Context: an optimization exercise on an open-source flow, tuned for small area, a short achievable clock period and few clock cycles per item. The choices shown serve that exercise and are no tape-out recipe. The RTL was checked by simulation tests, not by an equivalence proof against the original design.

## flow/design.v (module list and top-level ports; edited modules follow where they fit)
// module fb_opnd: 20 lines
// module fbm_mul: 816 lines
// module fbm_mul_fa: 4 lines
// module fbm_mul_ccn: 3 lines
// module fbm_mul_ccp: 3 lines
// module fb_mround: 42 lines
// module fb_lzc27: 11 lines
// module fb_align: 23 lines
// module fb_sum: 16 lines
// module fb_diff: 21 lines
// module fb_add: 32 lines
// module fb_add2: 43 lines
// module fft_bfly: 174 lines
module fft_bfly (
    input  wire        clk,
    input  wire        rst,
    input  wire        in_valid,
    output wire        in_ready,
    input  wire [31:0] in_ar,
    input  wire [31:0] in_ai,
    input  wire [31:0] in_br,
    input  wire [31:0] in_bi,
    input  wire [31:0] in_wr,
    input  wire [31:0] in_wi,
    output reg         out_valid,
    input  wire        out_ready,
    output reg  [31:0] out_xr,
    output reg  [31:0] out_xi,
    output reg  [31:0] out_yr,
    output reg  [31:0] out_yi
);
  // ...
==> flow/run.sh <==
#!/bin/bash
# synth_recipe.tcl (not shown) runs the flow's synth.tcl, then flattens the netlist and writes it again
# the make line also repeats each setting of config.mk as NAME=value (left out here)
make -C /OpenROAD-flow-scripts/flow DESIGN_CONFIG=/design/flow/config.mk WORK_HOME=/design/flow/orfs CLKGATE_MAP_FILE= SYNTH_SCRIPT=/design/flow/synth_recipe.tcl finish
==> flow/config.mk <==
export PLATFORM = sky130hd
export DESIGN_NAME = fft_bfly
export DESIGN_NICKNAME = fft_bfly
export VERILOG_FILES = /design/flow/design.v
export SDC_FILE = /design/flow/constraint.sdc
export NUM_CORES = 8
export LEC_CHECK = 0
export CAP_MARGIN = 20
export CORE_MARGIN = 2
export CORE_UTILIZATION = 40
export SETUP_SLACK_MARGIN = 5
export SLEW_MARGIN = 20
export SYNTH_HIERARCHICAL = 1
==> flow/constraint.sdc <==
create_clock -name core_clock -period 85.0 [get_ports {clk}]
set_input_delay 17.0000 -clock core_clock [delete_from_list [all_inputs] [get_ports {clk}]]
set_output_delay 17.0000 -clock core_clock [all_outputs]
set_load 0.01 [all_outputs]
==> key figures, run 1 <==
Placement
  • DPL Wire Length: between 400,000 and 500,000 um

Job
  • Max cap viols: 0

Global route
  • Total global-route track usage: 0.328
  • Met3 Use GR: 0.0825

Routing
  • Met3 WL: 77,500 um
  • Max layer used: met5
  • Number of antenna-violating nets in the routed design: 0
  • Wire length per cell: 29.3 um

Die
  • Starting Density: 0.403
  • Tapcell Cnt: a little over 5,000

Clock tree
  • Buffer levels on the longest clock path: 4
  • Post-CTS Setup Inserts: 0
  • Clk Latency, worst-skew pair: about 910 ps

Yosys
  • Synth Warn #: 11
  • Main synth FF type: edfxtp_1
  • Synth cell count leaders: 1,685 x nand2_1, 1,156 x nor2_1, 1,127 x clkbuf_1
  • Adder-cell share of the synthesized area: 0.185
  • Post-synthesis mux area share: 0.0441
  • Yosys cell types: about 170

Final layout
  • Footprint of the multi-input gates: roughly 120,000 um^2
  • Fraction of area in multi-input gates: 0.729
  • Seq Cell Count: between 700 and 800
  • Clk_buf instances: 115
  • Most common cell after layout, fill and taps aside: nand2_1

Min path
  • Hold WC Path Type: register to register

Run status
  • Status: no timing/DRC/antenna violations

Worst setup path
  • Crit path DAT: just over 20,000 ps
  • Buf/Inv on CP: 2
  • Critical path depth: 9

Timing
  • Max-slew violations: 0
Testbench counts, summed over its fixed seeds: cycles 16,032, items 16,000.
==> module fb_align, before the edit <==
module fb_align (
    input  wire [30:0] a,
    input  wire [30:0] b,
    output wire        swap,        
    output wire [7:0]  xp,          
    output wire [26:0] pa,
    output wire [26:0] qa
);
    assign swap = b > a;
    wire [30:0] p = swap ? b : a;
    wire [30:0] q = swap ? a : b;
    wire pz = (p[30:23] == 8'd0);
    wire qz = (q[30:23] == 8'd0);
    assign xp = pz ? 8'd1 : p[30:23];
    wire [7:0] xq = qz ? 8'd1 : q[30:23];
    wire [7:0] d  = xp - xq;
    assign pa = {~pz, p[22:0], 3'b000};
    wire [26:0] wq = {~qz, q[22:0], 3'b000};
    wire [4:0]  sh = (d > 8'd26) ? 5'd27 : d[4:0];
    wire [26:0] qs = wq >> sh;
    wire        lost = |(wq & ~({27{1'b1}} << sh));
    assign qa = {qs[26:1], qs[0] | lost};
endmodule
==> module fb_add, before the edit <==
module fb_add (
    input  wire [31:0] a,
    input  wire [31:0] b,
    output reg  [31:0] y
);
    wire a_inf = (a[30:23] == 8'hFF) && (a[22:0] == 23'd0);
    wire b_inf = (b[30:23] == 8'hFF) && (b[22:0] == 23'd0);
    wire a_nan = (a[30:23] == 8'hFF) && (a[22:0] != 23'd0);
    wire b_nan = (b[30:23] == 8'hFF) && (b[22:0] != 23'd0);
    wire        swap;
    wire [7:0]  xp;
    wire [26:0] pa, qa;
    fb_align u_al (.a(a[30:0]), .b(b[30:0]), .swap(swap), .xp(xp), .pa(pa), .qa(qa));
    wire eff_sub = a[31] ^ b[31];
    wire sp = swap ? b[31] : a[31];
    wire [30:0] rs, rd;
    wire        ovf, dz;
    fb_sum  u_s (.xp(xp), .pa(pa), .qa(qa), .r(rs), .ovf(ovf));
    fb_diff u_d (.xp(xp), .pa(pa), .qa(qa), .r(rd), .zero(dz));
    always @* begin
        if (a_nan || b_nan || (a_inf && b_inf && eff_sub))
            y = 32'h7FC00000;
        else if (a_inf)
            y = a;
        else if (b_inf)
            y = b;
        else if (eff_sub)
            y = dz ? 32'd0 : {sp, rd};
        else
            y = ovf ? {sp, 8'hFF, 23'd0} : {sp, rs};
    end
endmodule
==> module fb_add2, before the edit <==
module fb_add2 (
    input  wire [31:0] a,
    input  wire [31:0] t,
    output reg  [31:0] x,
    output reg  [31:0] y
);
    wire a_inf = (a[30:23] == 8'hFF) && (a[22:0] == 23'd0);
    wire t_inf = (t[30:23] == 8'hFF) && (t[22:0] == 23'd0);
    wire a_nan = (a[30:23] == 8'hFF) && (a[22:0] != 23'd0);
    wire t_nan = (t[30:23] == 8'hFF) && (t[22:0] != 23'd0);
    wire        swap;
    wire [7:0]  xp;
    wire [26:0] pa, qa;
    fb_align u_al (.a(a[30:0]), .b(t[30:0]), .swap(swap), .xp(xp), .pa(pa), .qa(qa));
    wire [30:0] rs, rd;
    wire        ovf, dz;
    fb_sum  u_s (.xp(xp), .pa(pa), .qa(qa), .r(rs), .ovf(ovf));
    fb_diff u_d (.xp(xp), .pa(pa), .qa(qa), .r(rd), .zero(dz));
    wire sa = a[31];
    wire st = t[31];
    wire xsub = sa ^ st;             
    wire [31:0] sumv = ovf ? {sa, 8'hFF, 23'd0} : {sa, rs};
    wire [31:0] difx = dz ? 32'd0 : {swap ? st : sa, rd};
    wire [31:0] dify = dz ? 32'd0 : {swap ? ~st : sa, rd};
    always @* begin
        if (a_nan || t_nan || (a_inf && t_inf && xsub))
            x = 32'h7FC00000;
        else if (a_inf)
            x = a;
        else if (t_inf)
            x = t;
        else
            x = xsub ? difx : sumv;
        if (a_nan || t_nan || (a_inf && t_inf && !xsub))
            y = 32'h7FC00000;
        else if (a_inf)
            y = a;
        else if (t_inf)
            y = {~st, t[30:0]};
        else
            y = xsub ? sumv : dify;
    end
endmodule
==> module fft_bfly, before the edit <==
module fft_bfly (
    input  wire        clk,
    input  wire        rst,
    input  wire        in_valid,
    output wire        in_ready,
    input  wire [31:0] in_ar,
    input  wire [31:0] in_ai,
    input  wire [31:0] in_br,
    input  wire [31:0] in_bi,
    input  wire [31:0] in_wr,
    input  wire [31:0] in_wi,
    output reg         out_valid,
    input  wire        out_ready,
    output reg  [31:0] out_xr,
    output reg  [31:0] out_xi,
    output reg  [31:0] out_yr,
    output reg  [31:0] out_yi
);
    reg  full;                        
    reg  pend;                        
    reg  rdy;                         
    wire adv = !full;                 
    wire ld0 = !full && !pend;        
    assign in_ready = rdy;
    reg  v0, v1, v2;
    wire push = adv && v2;
    wire pop  = out_valid && out_ready;
    wire acc  = in_valid && rdy;
    reg        s0_wr_s, s0_wi_s, s0_br_s, s0_bi_s;
    reg [7:0]  s0_wr_e, s0_wi_e, s0_br_e, s0_bi_e;
    reg [22:0] s0_wr_f, s0_wi_f, s0_br_f, s0_bi_f;
    reg        s0_wr_h, s0_wi_h, s0_br_h, s0_bi_h;     
    reg [4:0]  s0_wr_c, s0_wi_c, s0_br_c, s0_bi_c;     
    reg [31:0] s0_ar, s0_ai;
    wire n_wr = (s0_wr_e == 8'd0) && !s0_wr_h && (s0_wr_f != 23'd0);
    wire n_wi = (s0_wi_e == 8'd0) && !s0_wi_h && (s0_wi_f != 23'd0);
    wire n_br = (s0_br_e == 8'd0) && !s0_br_h && (s0_br_f != 23'd0);
    wire n_bi = (s0_bi_e == 8'd0) && !s0_bi_h && (s0_bi_f != 23'd0);
    wire m_wr = n_wr && !s0_wr_f[22] && (s0_wr_f[21:0] != 22'd0);
    wire m_wi = n_wi && !s0_wi_f[22] && (s0_wi_f[21:0] != 22'd0);
    wire m_br = n_br && !s0_br_f[22] && (s0_br_f[21:0] != 22'd0);
    wire m_bi = n_bi && !s0_bi_f[22] && (s0_bi_f[21:0] != 22'd0);
    wire in_sub = ((in_wr[30:23] == 8'd0) && (in_wr[22:0] != 23'd0)) ||
                  ((in_wi[30:23] == 8'd0) && (in_wi[22:0] != 23'd0)) ||
                  ((in_br[30:23] == 8'd0) && (in_br[22:0] != 23'd0)) ||
                  ((in_bi[30:23] == 8'd0) && (in_bi[22:0] != 23'd0));
    wire pend_nx = ld0 ? (acc && in_sub) : (pend && (m_wr || m_wi || m_br || m_bi));
    reg  full_nx, oval_nx;
    always @* begin
        full_nx = full; oval_nx = out_valid;
        if (push && !pop) begin
            oval_nx = 1'b1; full_nx = out_valid;
        end else if (pop && !push) begin
            oval_nx = full; full_nx = 1'b0;
        end
    end
    always @(posedge clk) begin
        if (rst) begin
            v0 <= 1'b0; v1 <= 1'b0; v2 <= 1'b0;
            out_valid <= 1'b0; full <= 1'b0; pend <= 1'b0; rdy <= 1'b1;
        end else begin
            if (ld0) v0 <= acc;
            if (adv) begin
                v1 <= v0 && !pend; v2 <= v1;
            end
            out_valid <= oval_nx; full <= full_nx;
            pend <= pend_nx;
            rdy  <= !full_nx && !pend_nx;
        end
    end
    always @(posedge clk) begin
        if (ld0) begin
            s0_ar <= in_ar; s0_ai <= in_ai;
            s0_wr_s <= in_wr[31]; s0_wr_e <= in_wr[30:23];
            s0_wi_s <= in_wi[31]; s0_wi_e <= in_wi[30:23];
            s0_br_s <= in_br[31]; s0_br_e <= in_br[30:23];
            s0_bi_s <= in_bi[31]; s0_bi_e <= in_bi[30:23];
        end
        if (ld0) begin
            s0_wr_f <= in_wr[22:0]; s0_wr_h <= 1'b0; s0_wr_c <= 5'd0;
        end else if (n_wr) begin
            s0_wr_f <= {s0_wr_f[21:0], 1'b0}; s0_wr_h <= s0_wr_f[22]; s0_wr_c <= s0_wr_c + 5'd1;
        end
        if (ld0) begin
            s0_wi_f <= in_wi[22:0]; s0_wi_h <= 1'b0; s0_wi_c <= 5'd0;
        end else if (n_wi) begin
            s0_wi_f <= {s0_wi_f[21:0], 1'b0}; s0_wi_h <= s0_wi_f[22]; s0_wi_c <= s0_wi_c + 5'd1;
        end
        if (ld0) begin
            s0_br_f <= in_br[22:0]; s0_br_h <= 1'b0; s0_br_c <= 5'd0;
        end else if (n_br) begin
            s0_br_f <= {s0_br_f[21:0], 1'b0}; s0_br_h <= s0_br_f[22]; s0_br_c <= s0_br_c + 5'd1;
        end
        if (ld0) begin
            s0_bi_f <= in_bi[22:0]; s0_bi_h <= 1'b0; s0_bi_c <= 5'd0;
        end else if (n_bi) begin
            s0_bi_f <= {s0_bi_f[21:0], 1'b0}; s0_bi_h <= s0_bi_f[22]; s0_bi_c <= s0_bi_c + 5'd1;
        end
    end
    wire              wr_z, wr_i, wr_n, wi_z, wi_i, wi_n;
    wire              br_z, br_i, br_n, bi_z, bi_i, bi_n;
    wire [23:0]       wr_m, wi_m, br_m, bi_m;
    wire signed [9:0] wr_e, wi_e, br_e, bi_e;
    fb_opnd u_nwr (.ex(s0_wr_e), .f(s0_wr_f), .h(s0_wr_h), .c(s0_wr_c), .zero(wr_z), .inf(wr_i), .nan(wr_n), .m(wr_m), .e(wr_e));
    fb_opnd u_nwi (.ex(s0_wi_e), .f(s0_wi_f), .h(s0_wi_h), .c(s0_wi_c), .zero(wi_z), .inf(wi_i), .nan(wi_n), .m(wi_m), .e(wi_e));
    fb_opnd u_nbr (.ex(s0_br_e), .f(s0_br_f), .h(s0_br_h), .c(s0_br_c), .zero(br_z), .inf(br_i), .nan(br_n), .m(br_m), .e(br_e));
    fb_opnd u_nbi (.ex(s0_bi_e), .f(s0_bi_f), .h(s0_bi_h), .c(s0_bi_c), .zero(bi_z), .inf(bi_i), .nan(bi_n), .m(bi_m), .e(bi_e));
    wire [25:0] br_m3 = {2'b00, br_m} + {1'b0, br_m, 1'b0};
    wire [25:0] bi_m3 = {2'b00, bi_m} + {1'b0, bi_m, 1'b0};
    wire [11:0] wr_s1, wr_s2, wr_s3, wi_s1, wi_s2, wi_s3;
    genvar k;
    generate
        for (k = 0; k < 12; k = k + 1) begin : dig
            assign wr_s1[k] = ~wr_m[2*k+1] &  wr_m[2*k];
            assign wr_s2[k] =  wr_m[2*k+1] & ~wr_m[2*k];
            assign wr_s3[k] =  wr_m[2*k+1] &  wr_m[2*k];
            assign wi_s1[k] = ~wi_m[2*k+1] &  wi_m[2*k];
            assign wi_s2[k] =  wi_m[2*k+1] & ~wi_m[2*k];
            assign wi_s3[k] =  wi_m[2*k+1] &  wi_m[2*k];
        end
    endgenerate
    wire [47:22] q1, q2, q3, q4;
    wire         l1, l2, l3, l4;
    fbm_mul u_m1 (.a(br_m), .a3(br_m3), .s1(wr_s1), .s2(wr_s2), .s3(wr_s3), .p(q1), .stl(l1));  
    fbm_mul u_m2 (.a(bi_m), .a3(bi_m3), .s1(wi_s1), .s2(wi_s2), .s3(wi_s3), .p(q2), .stl(l2));  
    fbm_mul u_m3 (.a(bi_m), .a3(bi_m3), .s1(wr_s1), .s2(wr_s2), .s3(wr_s3), .p(q3), .stl(l3));  
    fbm_mul u_m4 (.a(br_m), .a3(br_m3), .s1(wi_s1), .s2(wi_s2), .s3(wi_s3), .p(q4), .stl(l4));  
    wire signed [10:0] e1 = wr_e + br_e - 11'sd127;
    wire signed [10:0] e2 = wi_e + bi_e - 11'sd127;
    wire signed [10:0] e3 = wr_e + bi_e - 11'sd127;
    wire signed [10:0] e4 = wi_e + br_e - 11'sd127;
    wire [31:0] p1, p2, p3, p4;
    fb_mround u_r1 (.p(q1), .stl(l1), .e0(e1), .s(s0_wr_s ^ s0_br_s), .zero(wr_z | br_z), .inf(wr_i | br_i),
                    .nan(wr_n | br_n | (wr_i & br_z) | (wr_z & br_i)), .y(p1));
    fb_mround u_r2 (.p(q2), .stl(l2), .e0(e2), .s(s0_wi_s ^ s0_bi_s), .zero(wi_z | bi_z), .inf(wi_i | bi_i),
                    .nan(wi_n | bi_n | (wi_i & bi_z) | (wi_z & bi_i)), .y(p2));
    fb_mround u_r3 (.p(q3), .stl(l3), .e0(e3), .s(s0_wr_s ^ s0_bi_s), .zero(wr_z | bi_z), .inf(wr_i | bi_i),
                    .nan(wr_n | bi_n | (wr_i & bi_z) | (wr_z & bi_i)), .y(p3));
    fb_mround u_r4 (.p(q4), .stl(l4), .e0(e4), .s(s0_wi_s ^ s0_br_s), .zero(wi_z | br_z), .inf(wi_i | br_i),
                    .nan(wi_n | br_n | (wi_i & br_z) | (wi_z & br_i)), .y(p4));
    reg [31:0] s1_p1, s1_p2, s1_p3, s1_p4, s1_ar, s1_ai;
    always @(posedge clk) begin
        if (adv) begin
            s1_p1 <= p1; s1_p2 <= p2; s1_p3 <= p3; s1_p4 <= p4;
            s1_ar <= s0_ar; s1_ai <= s0_ai;
        end
    end
    wire [31:0] tr, ti;
    fb_add u_tr (.a(s1_p1), .b({~s1_p2[31], s1_p2[30:0]}), .y(tr));
    fb_add u_ti (.a(s1_p3), .b(s1_p4), .y(ti));
    reg [31:0] s2_tr, s2_ti, s2_ar, s2_ai;
    always @(posedge clk) begin
        if (adv) begin
            s2_tr <= tr; s2_ti <= ti;
            s2_ar <= s1_ar; s2_ai <= s1_ai;
        end
    end
    wire [31:0] xr, xi, yr, yi;
    fb_add2 u_r (.a(s2_ar), .t(s2_tr), .x(xr), .y(yr));
    fb_add2 u_i (.a(s2_ai), .t(s2_ti), .x(xi), .y(yi));
    reg [31:0] sp_xr, sp_xi, sp_yr, sp_yi;
    always @(posedge clk) begin
        if (push && out_valid) begin
            sp_xr <= xr; sp_xi <= xi;
            sp_yr <= yr; sp_yi <= yi;
        end
    end
    always @(posedge clk) begin
        if (pop || (push && !out_valid)) begin
            out_xr <= full ? sp_xr : xr; out_xi <= full ? sp_xi : xi;
            out_yr <= full ? sp_yr : yr; out_yi <= full ? sp_yi : yi;
        end
    end
endmodule
==> inputs of run 2 (changes only) <==
--- a/flow/design.v
+++ b/flow/design.v
@@ -18,6 +18,34 @@
     assign m    = {h | ~ez, f};
     assign e    = ez ? 10'sd1 - $signed({5'd0, c}) : $signed({2'b00, ex});
 endmodule
+module fb_pnorm (
+    input  wire [47:22]       p,
+    input  wire               stl,       
+    input  wire signed [10:0] e0,
+    input  wire               zero,      
+    input  wire               inf,       
+    input  wire               nan,       
+    output reg  [1:0]         cls,       
+    output wire signed [8:0]  e,
+    output wire [23:0]        n,
+    output wire               g,
+    output wire               st
+);
+    wire p47 = p[47];
+    assign n  = p47 ? p[47:24] : p[46:23];
+    assign g  = p47 ? p[23] : p[22];
+    assign st = p47 ? (p[22] | stl) : stl;
+    wire signed [10:0] ef = e0 + $signed({10'd0, p47});
+    assign e = ef[8:0];
+    always @* begin
+        if (nan)                     cls = 2'd3;
+        else if (inf)                cls = 2'd2;
+        else if (zero)               cls = 2'd1;
+        else if (ef > 11'sd254)      cls = 2'd2;    
+        else if (ef < -11'sd23)      cls = 2'd1;    
+        else                         cls = 2'd0;
+    end
+endmodule
 module fbm_mul (
     input  wire [23:0] a,
     input  wire [25:0] a3,
@@ -844,118 +872,69 @@
 module fbm_mul_ccp (input wire gn, input wire pn, input wire cn, output wire y);
   assign y = ~(gn & (pn | cn));
 endmodule
-module fb_mround (
-    input  wire [47:22]       p,
-    input  wire               stl,        
-    input  wire signed [10:0] e0,
-    input  wire               s,
-    input  wire               zero,
-    input  wire               inf,
-    input  wire               nan,
-    output reg  [31:0]        y
+module fb_prnd (
+    input  wire        s,
+    input  wire [1:0]  cls,           
+    input  wire [7:0]  e,
+    input  wire [23:0] n,
+    input  wire        g,
+    input  wire        st,
+    output reg  [31:0] y
 );
-    wire p47 = p[47];
-    wire sub = (e0 < 11'sd1);                     
-    wire signed [10:0] k0 = 11'sd1 - e0;          
-    wire [4:0] sh = (k0 > 11'sd26) ? 5'd26 : k0[4:0];
-    wire [25:0] pw   = p[47:22];
-    wire [25:0] q    = pw >> sh;
-    wire        lost = |(pw & ~({26{1'b1}} << sh));
-    reg [23:0] n;
-    reg        g, st;
-    reg [7:0]  ef;
-    always @* begin
-        if (sub) begin
-            n = q[24:1]; g = q[0]; st = lost | stl;
-            ef = {7'd0, q[24]};
-        end else if (p47) begin
-            n = p[47:24]; g = p[23]; st = p[22] | stl;
-            ef = e0[7:0] + 8'd1;
-        end else begin
-            n = p[46:23]; g = p[22]; st = stl;
-            ef = e0[7:0];
-        end
-    end
     wire        rup = g & (st | n[0]);
-    wire [30:0] r   = {ef, n[22:0]} + {30'd0, rup};
-    wire        ovf = !sub && ((e0 > 11'sd254) || (e0 == 11'sd254 && p47));
+    wire [30:0] r   = {e[7:1], e[0] & n[23], n[22:0]} + {30'd0, rup};
     always @* begin
-        if (nan)             y = 32'h7FC00000;
-        else if (inf || ovf) y = {s, 8'hFF, 23'd0};
-        else if (zero)       y = {s, 31'd0};
-        else                 y = {s, r};
-    end
-endmodule
-module fb_lzc27 (
-    input  wire [26:0] x,
-    output reg  [4:0]  n
-);
-    integer i;
-    always @* begin
-        n = 5'd27;
-        for (i = 0; i < 27; i = i + 1)
-            if (x[i]) n = 5'd26 - i[4:0];
+        case (cls)
+            2'd0: y = {s, r};
+            2'd1: y = {s, 31'd0};
+            2'd2: y = {s, 8'hFF, 23'd0};
+            default: y = 32'h7FC00000;
+        endcase
     end
 endmodule
 module fb_align (
     input  wire [30:0] a,
     input  wire [30:0] b,
     output wire        swap,        
-    output wire [7:0]  xp,          
+    output wire [7:0]  xp,
     output wire [26:0] pa,
     output wire [26:0] qa
 );
     assign swap = b > a;
-    wire [30:0] p = swap ? b : a;
-    wire [30:0] q = swap ? a : b;
-    wire pz = (p[30:23] == 8'd0);
-    wire qz = (q[30:23] == 8'd0);
-    assign xp = pz ? 8'd1 : p[30:23];
-    wire [7:0] xq = qz ? 8'd1 : q[30:23];
-    wire [7:0] d  = xp - xq;
-    assign pa = {~pz, p[22:0], 3'b000};
-    wire [26:0] wq = {~qz, q[22:0], 3'b000};
-    wire [4:0]  sh = (d > 8'd26) ? 5'd27 : d[4:0];
-    wire [26:0] qs = wq >> sh;
-    wire        lost = |(wq & ~({27{1'b1}} << sh));
-    assign qa = {qs[26:1], qs[0] | lost};
+    wire az = (a[30:23] == 8'd0);
+    wire bz = (b[30:23] == 8'd0);
+    wire [7:0] xa = {a[30:24], a[23] | az};
+    wire [7:0] xb = {b[30:24], b[23] | bz};
+    wire [7:0] dab = xa - xb;
+    wire [7:0] dba = xb - xa;
+    wire [7:0] d   = swap ? dba : dab;
+    assign xp = swap ? xb : xa;
+    wire [23:0] mp = swap ? {~bz, b[22:0]} : {~az, a[22:0]};
+    wire [23:0] mq = swap ? {~az, a[22:0]} : {~bz, b[22:0]};
+    assign pa = {mp, 3'b000};
+    reg [26:0] x;
+    reg        st;
+    always @* begin
+        x = {mq, 3'b000};
+        st = 1'b0;
+        if (d[4]) begin st = st | (|x[15:0]); x = x >> 16; end
+        if (d[3]) begin st = st | (|x[7:0]);  x = x >> 8;  end
+        if (d[2]) begin st = st | (|x[3:0]);  x = x >> 4;  end
+        if (d[1]) begin st = st | (|x[1:0]);  x = x >> 2;  end
+        if (d[0]) begin st = st | x[0];       x = x >> 1;  end
+        if (d[7:5] != 3'd0) begin st = |mq; x = 27'd0; end
+    end
+    assign qa = {x[26:1], x[0] | st};
 endmodule
-module fb_sum (
-    input  wire [7:0]  xp,
-    input  wire [26:0] pa,
-    input  wire [26:0] qa,
-    output wire [30:0] r,
-    output wire        ovf
+module fb_rnd (
+    input  wire [7:0]  ef,
+    input  wire [23:0] n,
+    input  wire        g,
+    input  wire        st,
+    output wire [30:0] r
 );
-    wire [27:0] s = {1'b0, pa} + {1'b0, qa};
-    wire [23:0] n  = s[27] ? s[27:4] : s[26:3];
-    wire        g  = s[27] ? s[3] : s[2];
-    wire        st = s[27] ? (|s[2:0]) : (|s[1:0]);
-    wire [7:0]  ef = s[27] ? xp + 8'd1 : ((xp == 8'd1) ? {7'd0, s[26]} : xp);
-    wire        rup = g & (st | n[0]);
-    assign r   = {ef, n[22:0]} + {30'd0, rup};
-    assign ovf = s[27] && (xp == 8'd254);
-endmodule
-module fb_diff (
-    input  wire [7:0]  xp,
-    input  wire [26:0] pa,
-    input  wire [26:0] qa,
-    output wire [30:0] r,
-    output wire        zero
-);
-    wire [26:0] dd = pa - qa;
-    wire [4:0]  lz;
-    fb_lzc27 u_lzc (.x(dd), .n(lz));
-    wire [7:0]  lim = xp - 8'd1;
-    wire [4:0]  sh  = ({3'd0, lz} > lim) ? lim[4:0] : lz;
-    wire [26:0] dn  = dd << sh;
-    wire [23:0] n   = dn[26:3];
-    wire        g   = dn[2];
-    wire        st  = |dn[1:0];
-    wire [7:0]  ef  = n[23] ? (xp - {3'd0, sh}) : 8'd0;
-    wire        rup = g & (st | n[0]);
-    assign r    = {ef, n[22:0]} + {30'd0, rup};
-    assign zero = (dd == 27'd0);
+    wire rup = g & (st | n[0]);
+    assign r = {ef + {7'd0, n[23]}, n[22:0]} + {30'd0, rup};
 endmodule
 module fb_add (
     input  wire [31:0] a,
@@ -972,10 +951,24 @@
     fb_align u_al (.a(a[30:0]), .b(b[30:0]), .swap(swap), .xp(xp), .pa(pa), .qa(qa));
     wire eff_sub = a[31] ^ b[31];
     wire sp = swap ? b[31] : a[31];
-    wire [30:0] rs, rd;
-    wire        ovf, dz;
-    fb_sum  u_s (.xp(xp), .pa(pa), .qa(qa), .r(rs), .ovf(ovf));
-    fb_diff u_d (.xp(xp), .pa(pa), .qa(qa), .r(rd), .zero(dz));
+    wire [27:0] s;
+    wire        co;
+    fb_bk #(.W(27)) u_add (.a(pa), .b(qa ^ {27{eff_sub}}), .ci(eff_sub), .s(s[26:0]), .co(co));
+    assign s[27] = co & ~eff_sub;
+    reg [4:0] lz;
+    integer i;
+    always @* begin
+        lz = 5'd28;
+        for (i = 0; i < 28; i = i + 1)
+            if (s[i]) lz = 5'd27 - i[4:0];
+    end
+    wire [4:0]  sh = ({3'd0, lz} > xp) ? xp[4:0] : lz;
+    wire [27:0] sn = s << sh;
+    wire [7:0]  ef = xp - {3'd0, sh};           
+    wire [30:0] r;
+    fb_rnd u_rnd (.ef(ef), .n(sn[27:4]), .g(sn[3]), .st(|sn[2:0]), .r(r));
+    wire ovf = (r[30:23] == 8'hFF);
+    wire zero = (s == 28'd0);
     always @* begin
         if (a_nan || b_nan || (a_inf && b_inf && eff_sub))
             y = 32'h7FC00000;
@@ -983,10 +976,12 @@
             y = a;
         else if (b_inf)
             y = b;
-        else if (eff_sub)
-            y = dz ? 32'd0 : {sp, rd};
+        else if (zero)
+            y = {a[31] & b[31], 31'd0};
+        else if (ovf)
+            y = {sp, 8'hFF, 23'd0};
         else
-            y = ovf ? {sp, 8'hFF, 23'd0} : {sp, rs};
+            y = {sp, r};
     end
 endmodule
 module fb_add2 (
@@ -1003,14 +998,35 @@
     wire [7:0]  xp;
     wire [26:0] pa, qa;
     fb_align u_al (.a(a[30:0]), .b(t[30:0]), .swap(swap), .xp(xp), .pa(pa), .qa(qa));
-    wire [30:0] rs, rd;
-    wire        ovf, dz;
-    fb_sum  u_s (.xp(xp), .pa(pa), .qa(qa), .r(rs), .ovf(ovf));
-    fb_diff u_d (.xp(xp), .pa(pa), .qa(qa), .r(rd), .zero(dz));
+    wire [26:0] s;
+    wire        sc;
+    fb_rca #(.W(27)) u_s (.a(pa), .b(qa), .ci(1'b0), .s(s), .co(sc));
+    wire [7:0]  sef = xp - {7'd0, ~sc};
+    wire [30:0] rs;
+    fb_rnd u_rs (.ef(sef), .n(sc ? {1'b1, s[26:4]} : s[26:3]), .g(sc ? s[3] : s[2]),
+                 .st(sc ? (|s[2:0]) : (|s[1:0])), .r(rs));
+    wire sovf = (rs[30:23] == 8'hFF);
+    wire [26:0] d;
+    wire        dc;
+    fb_bk #(.W(27)) u_d (.a(pa), .b(~qa), .ci(1'b1), .s(d), .co(dc));
+    reg [4:0] lz;
+    integer i;
+    always @* begin
+        lz = 5'd27;
+        for (i = 0; i < 27; i = i + 1)
+            if (d[i]) lz = 5'd26 - i[4:0];
+    end
+    wire [7:0]  lim = xp - 8'd1;
+    wire [4:0]  sh  = ({3'd0, lz} > lim) ? lim[4:0] : lz;
+    wire [26:0] dn  = d << sh;
+    wire [7:0]  def = lim - {3'd0, sh};
+    wire [30:0] rd;
+    fb_rnd u_rd (.ef(def), .n(dn[26:3]), .g(dn[2]), .st(|dn[1:0]), .r(rd));
+    wire dz = (d == 27'd0);
     wire sa = a[31];
     wire st = t[31];
     wire xsub = sa ^ st;             
-    wire [31:0] sumv = ovf ? {sa, 8'hFF, 23'd0} : {sa, rs};
+    wire [31:0] sumv = sovf ? {sa, 8'hFF, 23'd0} : {sa, rs};
     wire [31:0] difx = dz ? 32'd0 : {swap ? st : sa, rd};
     wire [31:0] dify = dz ? 32'd0 : {swap ? ~st : sa, rd};
     always @* begin
@@ -1032,6 +1048,69 @@
             y = xsub ? sumv : dify;
     end
 endmodule
+module fb_bk #(parameter W = 8) (
+    input  wire [W-1:0] a,
+    input  wire [W-1:0] b,
+    input  wire         ci,
+    output wire [W-1:0] s,
+    output wire         co
+);
+    wire [W-1:0] g0 = a & b;
+    wire [W-1:0] p0 = a ^ b;
+    reg  [W-1:0] gg, pp;
+    integer l, i;
+    always @* begin
+        gg = g0; pp = p0;
+        gg[0] = g0[0] | (p0[0] & ci);
+        for (l = 1; l < W; l = l * 2)
+            for (i = 0; i < W; i = i + 1)
+                if ((i % (2 * l)) == (2 * l - 1)) begin
+                    gg[i] = gg[i] | (pp[i] & gg[i - l]);
+                    pp[i] = pp[i] & pp[i - l];
+                end
+        for (l = 16; l >= 1; l = l / 2)
+            for (i = 0; i < W; i = i + 1)
+                if (2 * l < W && i >= 3 * l - 1 && ((i - (3 * l - 1)) % (2 * l)) == 0) begin
+                    gg[i] = gg[i] | (pp[i] & gg[i - l]);
+                    pp[i] = pp[i] & pp[i - l];
+                end
+    end
+    assign s  = p0 ^ {gg[W-2:0], ci};
+    assign co = gg[W-1];
+endmodule
+module fb_rca #(parameter W = 8) (
+    input  wire [W-1:0] a,
+    input  wire [W-1:0] b,
+    input  wire         ci,
+    output wire [W-1:0] s,
+    output wire         co
+);
+    wire [W:0] c;                   
+    assign c[0] = ci;
+    genvar k;
+    generate
+        for (k = 0; k < W; k = k + 1) begin : bit_
+            if (k % 2 == 0) begin : ev
+                wire g = a[k] & b[k];
+                wire p = a[k] ^ b[k];
+                fb_ccn u (.g(g), .p(p), .c(c[k]), .y(c[k+1]));
+                assign s[k] = p ^ c[k];
+            end else begin : od
+                wire gn = ~(a[k] & b[k]);
+                wire pn = ~(a[k] ^ b[k]);
+                fb_ccp u (.gn(gn), .pn(pn), .cn(c[k]), .y(c[k+1]));
+                assign s[k] = pn ^ c[k];
+            end
+        end
+    endgenerate
+    assign co = (W % 2 == 0) ? c[W] : ~c[W];
+endmodule
+module fb_ccn (input wire g, input wire p, input wire c, output wire y);
+    assign y = ~(g | (p & c));
+endmodule
+module fb_ccp (input wire gn, input wire pn, input wire cn, output wire y);
+    assign y = ~(gn & (pn | cn));
+endmodule
 module fft_bfly (
     input  wire        clk,
     input  wire        rst,
@@ -1051,15 +1130,19 @@
     output reg  [31:0] out_yi
 );
     reg  full;                        
-    reg  pend;                        
+    reg  busy;                        
+    reg  more;                        
     reg  rdy;                         
+    reg  sub;                         
+    wire pend;                        
     wire adv = !full;                 
-    wire ld0 = !full && !pend;        
-    assign in_ready = rdy;
+    wire ld1 = !full && !busy;        
+    wire ld0 = ld1 && !pend;          
+    assign in_ready = rdy && !(v0 && sub);
     reg  v0, v1, v2;
     wire push = adv && v2;
     wire pop  = out_valid && out_ready;
-    wire acc  = in_valid && rdy;
+    wire acc  = in_valid && rdy && !(v0 && sub);
     reg        s0_wr_s, s0_wi_s, s0_br_s, s0_bi_s;
     reg [7:0]  s0_wr_e, s0_wi_e, s0_br_e, s0_bi_e;
     reg [22:0] s0_wr_f, s0_wi_f, s0_br_f, s0_bi_f;
@@ -1070,40 +1153,22 @@
     wire n_wi = (s0_wi_e == 8'd0) && !s0_wi_h && (s0_wi_f != 23'd0);
     wire n_br = (s0_br_e == 8'd0) && !s0_br_h && (s0_br_f != 23'd0);
     wire n_bi = (s0_bi_e == 8'd0) && !s0_bi_h && (s0_bi_f != 23'd0);
-    wire m_wr = n_wr && !s0_wr_f[22] && (s0_wr_f[21:0] != 22'd0);
-    wire m_wi = n_wi && !s0_wi_f[22] && (s0_wi_f[21:0] != 22'd0);
-    wire m_br = n_br && !s0_br_f[22] && (s0_br_f[21:0] != 22'd0);
-    wire m_bi = n_bi && !s0_bi_f[22] && (s0_bi_f[21:0] != 22'd0);
+    wire f_wr = (s0_wr_f[22:19] == 4'd0);
+    wire f_wi = (s0_wi_f[22:19] == 4'd0);
+    wire f_br = (s0_br_f[22:19] == 4'd0);
+    wire f_bi = (s0_bi_f[22:19] == 4'd0);
+    wire m_wr = n_wr && (f_wr || (!s0_wr_f[22] && (s0_wr_f[21:0] != 22'd0)));
+    wire m_wi = n_wi && (f_wi || (!s0_wi_f[22] && (s0_wi_f[21:0] != 22'd0)));
+    wire m_br = n_br && (f_br || (!s0_br_f[22] && (s0_br_f[21:0] != 22'd0)));
+    wire m_bi = n_bi && (f_bi || (!s0_bi_f[22] && (s0_bi_f[21:0] != 22'd0)));
     wire in_sub = ((in_wr[30:23] == 8'd0) && (in_wr[22:0] != 23'd0)) ||
                   ((in_wi[30:23] == 8'd0) && (in_wi[22:0] != 23'd0)) ||
                   ((in_br[30:23] == 8'd0) && (in_br[22:0] != 23'd0)) ||
                   ((in_bi[30:23] == 8'd0) && (in_bi[22:0] != 23'd0));
-    wire pend_nx = ld0 ? (acc && in_sub) : (pend && (m_wr || m_wi || m_br || m_bi));
-    reg  full_nx, oval_nx;
-    always @* begin
-        full_nx = full; oval_nx = out_valid;
-        if (push && !pop) begin
-            oval_nx = 1'b1; full_nx = out_valid;
-        end else if (pop && !push) begin
-            oval_nx = full; full_nx = 1'b0;
-        end
-    end
-    always @(posedge clk) begin
-        if (rst) begin
-            v0 <= 1'b0; v1 <= 1'b0; v2 <= 1'b0;
-            out_valid <= 1'b0; full <= 1'b0; pend <= 1'b0; rdy <= 1'b1;
-        end else begin
-            if (ld0) v0 <= acc;
-            if (adv) begin
-                v1 <= v0 && !pend; v2 <= v1;
-            end
-            out_valid <= oval_nx; full <= full_nx;
-            pend <= pend_nx;
-            rdy  <= !full_nx && !pend_nx;
-        end
-    end
+    assign pend = v0 && (n_wr || n_wi || n_br || n_bi);
     always @(posedge clk) begin
         if (ld0) begin
+            sub <= in_sub;
             s0_ar <= in_ar; s0_ai <= in_ai;
             s0_wr_s <= in_wr[31]; s0_wr_e <= in_wr[30:23];
             s0_wi_s <= in_wi[31]; s0_wi_e <= in_wi[30:23];
@@ -1113,22 +1178,38 @@
         if (ld0) begin
             s0_wr_f <= in_wr[22:0]; s0_wr_h <= 1'b0; s0_wr_c <= 5'd0;
         end else if (n_wr) begin
-            s0_wr_f <= {s0_wr_f[21:0], 1'b0}; s0_wr_h <= s0_wr_f[22]; s0_wr_c <= s0_wr_c + 5'd1;
+            if (f_wr) begin
+                s0_wr_f <= {s0_wr_f[18:0], 4'd0}; s0_wr_c <= s0_wr_c + 5'd4;
+            end else begin
+                s0_wr_f <= {s0_wr_f[21:0], 1'b0}; s0_wr_h <= s0_wr_f[22]; s0_wr_c <= s0_wr_c + 5'd1;
+            end
         end
         if (ld0) begin
             s0_wi_f <= in_wi[22:0]; s0_wi_h <= 1'b0; s0_wi_c <= 5'd0;
         end else if (n_wi) begin
-            s0_wi_f <= {s0_wi_f[21:0], 1'b0}; s0_wi_h <= s0_wi_f[22]; s0_wi_c <= s0_wi_c + 5'd1;
+            if (f_wi) begin
+                s0_wi_f <= {s0_wi_f[18:0], 4'd0}; s0_wi_c <= s0_wi_c + 5'd4;
+            end else begin
+                s0_wi_f <= {s0_wi_f[21:0], 1'b0}; s0_wi_h <= s0_wi_f[22]; s0_wi_c <= s0_wi_c + 5'd1;
+            end
         end
         if (ld0) begin
             s0_br_f <= in_br[22:0]; s0_br_h <= 1'b0; s0_br_c <= 5'd0;
         end else if (n_br) begin
-            s0_br_f <= {s0_br_f[21:0], 1'b0}; s0_br_h <= s0_br_f[22]; s0_br_c <= s0_br_c + 5'd1;
+            if (f_br) begin
+                s0_br_f <= {s0_br_f[18:0], 4'd0}; s0_br_c <= s0_br_c + 5'd4;
+            end else begin
+                s0_br_f <= {s0_br_f[21:0], 1'b0}; s0_br_h <= s0_br_f[22]; s0_br_c <= s0_br_c + 5'd1;
+            end
         end
         if (ld0) begin
             s0_bi_f <= in_bi[22:0]; s0_bi_h <= 1'b0; s0_bi_c <= 5'd0;
         end else if (n_bi) begin
-            s0_bi_f <= {s0_bi_f[21:0], 1'b0}; s0_bi_h <= s0_bi_f[22]; s0_bi_c <= s0_bi_c + 5'd1;
+            if (f_bi) begin
+                s0_bi_f <= {s0_bi_f[18:0], 4'd0}; s0_bi_c <= s0_bi_c + 5'd4;
+            end else begin
+                s0_bi_f <= {s0_bi_f[21:0], 1'b0}; s0_bi_h <= s0_bi_f[22]; s0_bi_c <= s0_bi_c + 5'd1;
+            end
         end
     end
     wire              wr_z, wr_i, wr_n, wi_z, wi_i, wi_n;
@@ -1163,25 +1244,126 @@
     wire signed [10:0] e2 = wi_e + bi_e - 11'sd127;
     wire signed [10:0] e3 = wr_e + bi_e - 11'sd127;
     wire signed [10:0] e4 = wi_e + br_e - 11'sd127;
-    wire [31:0] p1, p2, p3, p4;
-    fb_mround u_r1 (.p(q1), .stl(l1), .e0(e1), .s(s0_wr_s ^ s0_br_s), .zero(wr_z | br_z), .inf(wr_i | br_i),
-                    .nan(wr_n | br_n | (wr_i & br_z) | (wr_z & br_i)), .y(p1));
-    fb_mround u_r2 (.p(q2), .stl(l2), .e0(e2), .s(s0_wi_s ^ s0_bi_s), .zero(wi_z | bi_z), .inf(wi_i | bi_i),
-                    .nan(wi_n | bi_n | (wi_i & bi_z) | (wi_z & bi_i)), .y(p2));
-    fb_mround u_r3 (.p(q3), .stl(l3), .e0(e3), .s(s0_wr_s ^ s0_bi_s), .zero(wr_z | bi_z), .inf(wr_i | bi_i),
-                    .nan(wr_n | bi_n | (wr_i & bi_z) | (wr_z & bi_i)), .y(p3));
-    fb_mround u_r4 (.p(q4), .stl(l4), .e0(e4), .s(s0_wi_s ^ s0_br_s), .zero(wi_z | br_z), .inf(wi_i | br_i),
-                    .nan(wi_n | br_n | (wi_i & br_z) | (wi_z & br_i)), .y(p4));
-    reg [31:0] s1_p1, s1_p2, s1_p3, s1_p4, s1_ar, s1_ai;
+    wire [1:0]        c1, c2, c3, c4;
+    wire signed [8:0] x1, x2, x3, x4;
+    wire [23:0]       n1, n2, n3, n4;
+    wire              g1, g2, g3, g4, t1, t2, t3, t4;
+    fb_pnorm u_p1 (.p(q1), .stl(l1), .e0(e1), .zero(wr_z | br_z), .inf(wr_i | br_i),
+                   .nan(wr_n | br_n | (wr_i & br_z) | (wr_z & br_i)), .cls(c1), .e(x1), .n(n1), .g(g1), .st(t1));
+    fb_pnorm u_p2 (.p(q2), .stl(l2), .e0(e2), .zero(wi_z | bi_z), .inf(wi_i | bi_i),
+                   .nan(wi_n | bi_n | (wi_i & bi_z) | (wi_z & bi_i)), .cls(c2), .e(x2), .n(n2), .g(g2), .st(t2));
+    fb_pnorm u_p3 (.p(q3), .stl(l3), .e0(e3), .zero(wr_z | bi_z), .inf(wr_i | bi_i),
+                   .nan(wr_n | bi_n | (wr_i & bi_z) | (wr_z & bi_i)), .cls(c3), .e(x3), .n(n3), .g(g3), .st(t3));
+    fb_pnorm u_p4 (.p(q4), .stl(l4), .e0(e4), .zero(wi_z | br_z), .inf(wi_i | br_i),
+                   .nan(wi_n | br_n | (wi_i & br_z) | (wi_z & br_i)), .cls(c4), .e(x4), .n(n4), .g(g4), .st(t4));
+    wire u1 = (c1 == 2'd0) && (x1 < 9'sd1);
+    wire u2 = (c2 == 2'd0) && (x2 < 9'sd1);
+    wire u3 = (c3 == 2'd0) && (x3 < 9'sd1);
+    wire u4 = (c4 == 2'd0) && (x4 < 9'sd1);
+    reg               s1_s1, s1_s2, s1_s3, s1_s4;
+    reg [1:0]         s1_c1, s1_c2, s1_c3, s1_c4;
+    reg signed [8:0]  s1_x1, s1_x2, s1_x3, s1_x4;
+    reg [23:0]        s1_n1, s1_n2, s1_n3, s1_n4;
+    reg               s1_g1, s1_g2, s1_g3, s1_g4;
+    reg               s1_t1, s1_t2, s1_t3, s1_t4;
+    reg [31:0]        s1_ar, s1_ai;
+    wire h1 = (s1_c1 == 2'd0) && (s1_x1 < 9'sd1);
+    wire h2 = (s1_c2 == 2'd0) && (s1_x2 < 9'sd1);
+    wire h3 = (s1_c3 == 2'd0) && (s1_x3 < 9'sd1);
+    wire h4 = (s1_c4 == 2'd0) && (s1_x4 < 9'sd1);
+    wire b1 = (s1_x1 < -9'sd2);
+    wire b2 = (s1_x2 < -9'sd2);
+    wire b3 = (s1_x3 < -9'sd2);
+    wire b4 = (s1_x4 < -9'sd2);
+    wire r1 = h1 && ((s1_x1 < -9'sd3) || (s1_x1 == -9'sd2) || (s1_x1 == -9'sd1));
+    wire r2 = h2 && ((s1_x2 < -9'sd3) || (s1_x2 == -9'sd2) || (s1_x2 == -9'sd1));
+    wire r3 = h3 && ((s1_x3 < -9'sd3) || (s1_x3 == -9'sd2) || (s1_x3 == -9'sd1));
+    wire r4 = h4 && ((s1_x4 < -9'sd3) || (s1_x4 == -9'sd2) || (s1_x4 == -9'sd1));
     always @(posedge clk) begin
-        if (adv) begin
-            s1_p1 <= p1; s1_p2 <= p2; s1_p3 <= p3; s1_p4 <= p4;
+        if (ld1) begin
             s1_ar <= s0_ar; s1_ai <= s0_ai;
+            s1_s1 <= s0_wr_s ^ s0_br_s; s1_c1 <= c1;
+            s1_s2 <= s0_wi_s ^ s0_bi_s; s1_c2 <= c2;
+            s1_s3 <= s0_wr_s ^ s0_bi_s; s1_c3 <= c3;
+            s1_s4 <= s0_wi_s ^ s0_br_s; s1_c4 <= c4;
+        end
+        if (ld1) begin
+            s1_x1 <= x1; s1_n1 <= n1; s1_g1 <= g1; s1_t1 <= t1;
+        end else if (h1) begin
+            if (b1) begin
+                s1_x1 <= s1_x1 + 9'sd4; s1_n1 <= s1_n1 >> 4; s1_g1 <= s1_n1[3];
+                s1_t1 <= s1_t1 | s1_g1 | (|s1_n1[2:0]);
+            end else begin
+                s1_x1 <= s1_x1 + 9'sd1; s1_n1 <= s1_n1 >> 1; s1_g1 <= s1_n1[0];
+                s1_t1 <= s1_t1 | s1_g1;
+            end
+        end
+        if (ld1) begin
+            s1_x2 <= x2; s1_n2 <= n2; s1_g2 <= g2; s1_t2 <= t2;
+        end else if (h2) begin
+            if (b2) begin
+                s1_x2 <= s1_x2 + 9'sd4; s1_n2 <= s1_n2 >> 4; s1_g2 <= s1_n2[3];
+                s1_t2 <= s1_t2 | s1_g2 | (|s1_n2[2:0]);
+            end else begin
+                s1_x2 <= s1_x2 + 9'sd1; s1_n2 <= s1_n2 >> 1; s1_g2 <= s1_n2[0];
+                s1_t2 <= s1_t2 | s1_g2;
+            end
+        end
+        if (ld1) begin
+            s1_x3 <= x3; s1_n3 <= n3; s1_g3 <= g3; s1_t3 <= t3;
+        end else if (h3) begin
+            if (b3) begin
+                s1_x3 <= s1_x3 + 9'sd4; s1_n3 <= s1_n3 >> 4; s1_g3 <= s1_n3[3];
+                s1_t3 <= s1_t3 | s1_g3 | (|s1_n3[2:0]);
+            end else begin
+                s1_x3 <= s1_x3 + 9'sd1; s1_n3 <= s1_n3 >> 1; s1_g3 <= s1_n3[0];
+                s1_t3 <= s1_t3 | s1_g3;
+            end
+        end
+        if (ld1) begin
+            s1_x4 <= x4; s1_n4 <= n4; s1_g4 <= g4; s1_t4 <= t4;
+        end else if (h4) begin
+            if (b4) begin
+                s1_x4 <= s1_x4 + 9'sd4; s1_n4 <= s1_n4 >> 4; s1_g4 <= s1_n4[3];
+                s1_t4 <= s1_t4 | s1_g4 | (|s1_n4[2:0]);
+            end else begin
+                s1_x4 <= s1_x4 + 9'sd1; s1_n4 <= s1_n4 >> 1; s1_g4 <= s1_n4[0];
+                s1_t4 <= s1_t4 | s1_g4;
+            end
         end
     end
+    wire more_nx = !ld0 && pend && (m_wr || m_wi || m_br || m_bi);
+    wire busy_nx = ld1 ? (v0 && !pend && (u1 || u2 || u3 || u4)) : (busy && (r1 || r2 || r3 || r4));
+    reg  full_nx, oval_nx;
+    always @* begin
+        full_nx = full; oval_nx = out_valid;
+        if (push && !pop) begin
+            oval_nx = 1'b1; full_nx = out_valid;
+        end else if (pop && !push) begin
+            oval_nx = full; full_nx = 1'b0;
+        end
+    end
+    always @(posedge clk) begin
+        if (rst) begin
+            v0 <= 1'b0; v1 <= 1'b0; v2 <= 1'b0;
+            out_valid <= 1'b0; full <= 1'b0; more <= 1'b0; busy <= 1'b0; rdy <= 1'b1;
+        end else begin
+            if (ld0) v0 <= acc;
+            if (ld1) v1 <= v0 && !pend;
+            if (adv) v2 <= v1 && !busy;
+            out_valid <= oval_nx; full <= full_nx;
+            more <= more_nx; busy <= busy_nx;
+            rdy  <= !full_nx && !busy_nx && !more_nx;
+        end
+    end
+    wire [31:0] p1, p2, p3, p4;
+    fb_prnd u_r1 (.s(s1_s1), .cls(s1_c1), .e(s1_x1[7:0]), .n(s1_n1), .g(s1_g1), .st(s1_t1), .y(p1));
+    fb_prnd u_r2 (.s(s1_s2), .cls(s1_c2), .e(s1_x2[7:0]), .n(s1_n2), .g(s1_g2), .st(s1_t2), .y(p2));
+    fb_prnd u_r3 (.s(s1_s3), .cls(s1_c3), .e(s1_x3[7:0]), .n(s1_n3), .g(s1_g3), .st(s1_t3), .y(p3));
+    fb_prnd u_r4 (.s(s1_s4), .cls(s1_c4), .e(s1_x4[7:0]), .n(s1_n4), .g(s1_g4), .st(s1_t4), .y(p4));
     wire [31:0] tr, ti;
-    fb_add u_tr (.a(s1_p1), .b({~s1_p2[31], s1_p2[30:0]}), .y(tr));
-    fb_add u_ti (.a(s1_p3), .b(s1_p4), .y(ti));
+    fb_add u_tr (.a(p1), .b({~p2[31], p2[30:0]}), .y(tr));
+    fb_add u_ti (.a(p3), .b(p4), .y(ti));
     reg [31:0] s2_tr, s2_ti, s2_ar, s2_ai;
     always @(posedge clk) begin
         if (adv) begin
==> run 2 against run 1 <==
Register-to-register slack improved by 690 ps. Sequential share of layout area rose by 3.2 points. Critical path depth fell by 7. Core utilization rose by 0.35 points. Worst hold slack improved by 32 ps. Highest routed layer unchanged. First-iteration DRC count fell by 15%. Still clean.
==> key figures, run 2 <==
Worst setup path
  • Flop2flop setup slack: around 67,000 ps
  • Crit Reg-Reg Endpoint: s2_tr[11]
  • Crit path max fanout: 2
  • Crit path cell chain: a21boi_0 > clkdlybuf4s50_1
  • Nature of the critical path endpoint: output pin
  • Register-to-Register Path Depth: between 50 and 60
  • Crit start category: register
  • Slowest Stage Delay on Critical Path: slightly below 700 ps
  • RR Startpoint: s1_n1[6]
  • Crit Path Category: register to output pin
  • Crit path DAT: 2250 ps (-18,380 ps)
  • Req. time, crit path: about 68,000 ps
  • Setup crit start: rdy
  • CP endpoint: in_ready
  • CP max stage cell: clkdlybuf4s50_1

Timing
  • Max-slew violations: 0 (unchanged)
  • Setup Viol. Count Final: 0
  • Hold Fails Final Rpt: 0
  • Layout Skew: approximately 140 ps
  • WHS: 395 ps
  • Normalized max-slew margin: 0.165
  • Unrepaired setup endpoints after global routing: false
  • Post-layout minimum cycle time: ~19,000 ps
  • Peak Freq: just over 0.05 GHz
  • Final worst slack: ~66,000 ps
  • TNS Setup: 0 ps
  • Least-Margin Pin Slew: approximately 1200 ps
  • Post-route clock period utilization: 0.226

Placement
  • Routability cong.: ~0.98
  • IO buf count: approximately 330
  • Placed instance area: roughly 140,000 um^2
  • DPL Wire Length: 360,000 um (-26%)
  • Setup Slack @ Placement: about 65,000 ps
  • Placed Cells: approximately 18,000

Clock tree
  • H-tree levels: 3
  • Worst-path clk slew: around 70 ps
  • Post-CTS Setup Inserts: 0 (unchanged)
  • CTS tree: yes
  • Sinks on Clock Net: approximately 800
  • CTS buffer count: 100
  • Clk Latency, worst-skew pair: 930 ps (+20 ps)
  • Cts repair resizes: 0
  • Root Driver: clkbuf_16
  • CTS hold repair buffers: 0
  • Buffer levels on the longest clock path: 4 (unchanged)

Global route
  • Global route overflow: 0
  • Largest net degree at the start of global routing: 112
  • Global-route wire length before repair: 761,000 um
  • Total global-route track usage: 0.301 (-0.0261)
  • Met3 Use GR: 0.0921 (+0.00961)
  • M2 GR Usage: 0.450
  • Met1 usage: 0.390
  • Initial antenna violation count: 21
  • Most used routing layer: met2
  • Vias in the first global route: 118,961

Final layout
  • Register area: between 20,000 and 25,000 um^2
  • Fillers: around 31,000
  • Most common cell after layout, fill and taps aside: nand2_1
  • Most frequent cells in the layout: 1,282 x nand2_1, 1,119 x inv_1, 1,106 x a222oi_1, 952 x fa_1, 810 x ha_1
  • Footprint of the multi-input gates: 95,100 um^2 (-21%)
  • Ratio of cells with drive above 1 in the final layout: 0.0953
  • Post-route design area: 139,000 um^2
  • Non-Filler Instances: about 18,000
  • Area Growth Syn to Fin: 7.94%
  • Fin nets: 15,998

Routing
  • Pre-antenna DRT Iters: 28
  • Vias: about 120k
  • DR iter-0 viols: 23,480
  • Wire length per cell: 27.9 um (-4.6%)
  • Detailed-route DRC error count: 0
  • Detailed-route wire length: 512,000 um
  • Mean number of vias per cell: approximately 6.8
  • Number of antenna-violating nets in the routed design: 0 (unchanged)

Die
  • Rows: around 210
  • Full die area: roughly 330,000 um^2
  • Core ar.: 320,000 um^2
  • Starting Density: 0.401 (-0.00165)
  • Chip Height: 571 um
  • Chip width: 571 um
  • # IOs: ~330

Min path
  • Hold WC Path Type: register to register

Yosys
  • Post-synth design cell area: between 100,000 and 150,000 um^2
  • Synth Warn #: 13 (+2)
  • Mapped Avg Cell Area: just under 9 um^2
  • Cells after synthesis: roughly 14,000

Run status
  • Status: no timing/DRC/antenna violations

Job
  • Max cap viols: 0 (unchanged)
run 2: how the worst min path moves through the flow:
stage / startpoint / to / slack (ps) / cells past startpoint
CTS: v1 / v2 / 370 / 2
global route: s1_ar[14] / s2_ar[14] / 410 / 0
global placement: s1_ar[5] / s2_ar[5] / 400 / 0
finish: s1_ar[19] / s2_ar[19] / 390 / 0
floorplan: s0_ai[0] / s1_ai[0] / 400 / 0
detailed placement: s0_ai[0] / s1_ai[0] / 400 / 0
run 2: cell type report:
cell class / count / share of cell area
timing repair buffer: 687 / 0.0431
tap: 4200 / 0.0379
inverter: 1134 / 0.0309
clock buffer: 115 / 0.0187
multi-input combinational: 11293 / 0.687
sequential: 824 / 0.176
antenna: 7 / 0.000126
clock inverter: 66 / 0.00618
run 2: layer usage:
| layer | vias to the layer above | share of wire |
|---|---|---|
| met5 | - | 0.00046 |
| met4 | 10 | 0.063 |
| met3 | 2009 | 0.13 |
| met2 | 8563 | 0.42 |
| met1 | 59432 | 0.39 |
| li1 | 53892 | - |
run 2: critical path: cells and delay by family (launching register included):
| family | cells | cell delay, ps |
|---|---|---|
| AOI/OAI and AO/OA | 1 | 320 |
| DFF | 1 | 400 |
| buffers and inverters | 1 | 680 |
run 2: metrics by stage:
step / util
floorplan: -
global placement: 0.422
detailed placement: 0.422
CTS: 0.433
global route: 0.433
finish: 0.433
Testbench counts of run 2, summed over its fixed seeds: cycles 16,032, items 16,000.

separate check: timing with driven ports:
The flow's constraints put no driver on any port. The routed layouts listed below were extracted and timed again, unchanged, in two steps. Step 1, drivers: a clkbuf_16 drives clk and a buf_2 each remaining input, both assumed. Step 2 also shifts input and output timing later by t, the mid clock arrival at the registers, as if the neighbouring blocks saw the same clock. Three values: no drivers, after step 1, after step 2; two values: the first two.
| run | t, ns | setup WS [ns] | hold WS [ns] | slew at the worst register clock pin (ns) |
|---|---|---|---|---|
| run 1 | 0.974 | 65.191 / 65.270 / 64.296 | 0.362 / 0.362 / 0.362 | 0.07 / 0.07 |
| run 2 | 0.965 | 65.750 / 65.646 / 64.912 | 0.395 / 0.395 / 0.395 | 0.09 / 0.09 |
After both steps setup and hold are still met in every run listed. The setup slack of run 1, which loses most, moves by +0.079 ns with the drivers and by -0.895 ns with both steps.
